Source: an optimization exercise on an open RTL-to-GDS flow (aim: small area, a short achievable clock period and few clock cycles). Production flows keep margins and buffers that such runs may drop.
In this exercise RTL edits were held to simulation tests only and were not proved equivalent to the original.
Power and IR drop assume default switching activity.

Design openlst_rf_codec, start of the top module:
module openlst_rf_codec (
    input  wire        clk,
    input  wire        rst,
    input  wire [15:0] self_id,
    input  wire        fwd_en,
    input  wire        rx_valid,
    input  wire [7:0]  rx_data,
    output wire        rx_ready,
    output wire        pay_valid,
    output wire [7:0]  pay_data,
    output wire        res_valid,
    output wire [1:0]  res_status,
    output wire [1:0]  res_route,
    output wire [7:0]  res_len,
    output wire [15:0] res_dev_id,
    output wire [15:0] res_seq,
    output wire [7:0]  res_subsys,
    output wire [7:0]  res_opcode,
    output wire        res_fbit,
    input  wire        tx_valid,
    input  wire [7:0]  tx_data,
    input  wire        tx_fbit,
    output wire        tx_ready,
    output wire        pkt_valid,
    output wire [7:0]  pkt_data,
    input  wire        pkt_ready,
    output wire [31:0] cnt_good,
    output wire [31:0] cnt_rej_crc,
    output wire [31:0] cnt_rej_other,
    output wire [31:0] cnt_sent
);
    openlst_rf_rx #(.SUBSYS_RADIO(8'h01)) u_rx (
        .clk(clk), .rst(rst), .self_id(self_id), .fwd_en(fwd_en),
        .rx_valid(rx_valid), .rx_data(rx_data), .rx_ready(rx_ready),
        .pay_valid(pay_valid), .pay_data(pay_data),
        .res_valid(res_valid), .res_status(res_status), .res_route(res_route),
        .res_len(res_len), .res_dev_id(res_dev_id), .res_seq(res_seq),
        .res_subsys(res_subsys), .res_opcode(res_opcode), .res_fbit(res_fbit),
        .cnt_good(cnt_good), .cnt_rej_crc(cnt_rej_crc), .cnt_rej_other(cnt_rej_other)
    );
    openlst_rf_tx u_tx (
        .clk(clk), .rst(rst),
        .tx_valid(tx_valid), .tx_data(tx_data), .tx_fbit(tx_fbit), .tx_ready(tx_ready),
        .pkt_valid(pkt_valid), .pkt_data(pkt_data), .pkt_ready(pkt_ready),
        .cnt_sent(cnt_sent)
    );
endmodule
Size in the first run: ~1300 cells after synthesis, ~300 flip-flops, ~250 I/O pins.
==> flow/config.mk <==
export PLATFORM = sky130hd
export DESIGN_NAME = openlst_rf_codec
export DESIGN_NICKNAME = openlst_rf_codec
export VERILOG_FILES = /design/flow/design.v
export SDC_FILE = /design/flow/constraint.sdc
export NUM_CORES = 4
export LEC_CHECK = 0
export CAP_MARGIN = 20
export CORE_MARGIN = 2
export CORE_UTILIZATION = 40
export PLACE_DENSITY = 0.6
export SETUP_SLACK_MARGIN = 2.8
export SLEW_MARGIN = 20
==> flow/constraint.sdc <==
create_clock -name core_clock -period 5.0 [get_ports {clk}]
set_input_delay 1.0000 -clock core_clock [delete_from_list [all_inputs] [get_ports {clk}]]
set_output_delay 1.0000 -clock core_clock [all_outputs]
set_load 0.01 [all_outputs]
standard.sh (not shown) runs the stock make flow with config.mk's settings and CLKGATE_MAP_FILE= SYNTH_SCRIPT=/design/flow/synth_recipe.tcl, a recipe that flattens the netlist after the stock synthesis.
==> flow/flow/run.sh <==
#!/bin/bash
# Standard layout, with the port buffers made from buf_2 cells.
set -euo pipefail
export BUFFER_PORTS_ARGS="-buffer_cell sky130_fd_sc_hd__buf_2"
bash standard.sh > flow_standard.log 2>&1
The baseline completed with no timing, DRC or antenna violations.
Testbench counts at the start, summed over its fixed seeds: cycles 102,794.
Then changed:
- CORE_UTILIZATION: 40 -> 60
- CTS_CLUSTER_DIAMETER: not set -> 100
- CTS_CLUSTER_SIZE: not set -> 30
- PLACE_DENSITY: 0.6 -> 0.75
Effect: Setup slack loses 0.017 ns. Clock-buffer cell count decreases by 28. Design area decreases by about 5%. Critical path depth decreases by 5. Register-to-register slack gains 0.04 ns. Routed wire length decreases by 4.2%. Synthesized area is unchanged. Die area decreases by about 33%. Via count decreases by 0.47%. Fmax decreases by about 0.8%. Synthesized cell count stays the same.
Then changed:
- CORE_UTILIZATION: 60 -> 40
- CTS_CLUSTER_DIAMETER: 100 -> not set
- CTS_CLUSTER_SIZE: 30 -> not set
- PLACE_DENSITY: 0.75 -> 0.6
- SETUP_SLACK_MARGIN: 2.8 -> 3
Result: Final area rose by 24%; worst setup slack gains 0.056 ns; sequential share of layout area fell by 7.5 points; routed wire length rose by 21%; power rose by 22%; hold slack loses 0.024 ns; clock power rose by about 90%; utilization fell by 13 points.
Then changed:
- CORE_UTILIZATION: 40 -> 70
- CTS_CLUSTER_DIAMETER: not set -> 100
- CTS_CLUSTER_SIZE: not set -> 30
- PLACE_DENSITY: 0.6 -> 0.8
- SETUP_SLACK_MARGIN: 3 -> 2.8
Effect:
- routed wire length came out lower by 12%
- count of clock-buffer cells in the layout decreases by 29
- hold slack is better by 0.040 ns
- clock skew increases by 0.027 ns
- combinational power went down by 13%
- worst setup slack degrades by 0.073 ns
- cell area came out lower by about 20%
- critical path depth is unchanged
- synthesized cell count stays the same
- synthesized area stays the same

-- port drivers added, routing unchanged --
The results above use ideal ports. As a check the final layouts listed here were re-extracted and re-timed, cells and wires unchanged. Step 1, drivers: a clkbuf_16 drives clk and a buf_2 each remaining input, both assumed. Step 2 times the ports against the registers' clock, not the clock port: input delays grow and output delays shrink by t, the midpoint of the rising clock arrivals with the driver on. Slacks: ideal / step 1 / step 2; pairs: ideal / step 1.
run	t, ns	setup slack, ns	hold WS [ns]	latest minus earliest clock arrival (ns)	worst register clock-pin slew, ns
the first run	0.547	2.831 / 2.779 / 2.413	0.461 / 0.461 / 0.461	0.012 / 0.012	0.06 / 0.06
the second run	0.540	2.814 / 2.766 / 2.431	0.490 / 0.490 / 0.490	0.031 / 0.031	0.12 / 0.12
the third run	0.553	2.870 / 2.819 / 2.498	0.466 / 0.466 / 0.466	0.019 / 0.019	0.07 / 0.07
the fourth run	0.534	2.797 / 2.747 / 2.420	0.506 / 0.506 / 0.506	0.045 / 0.045	0.12 / 0.12
After both steps setup and hold are still met in every run listed. For the first run, which loses most, drivers alone change the setup slack by -0.052 ns; drivers and shift together by -0.418 ns.
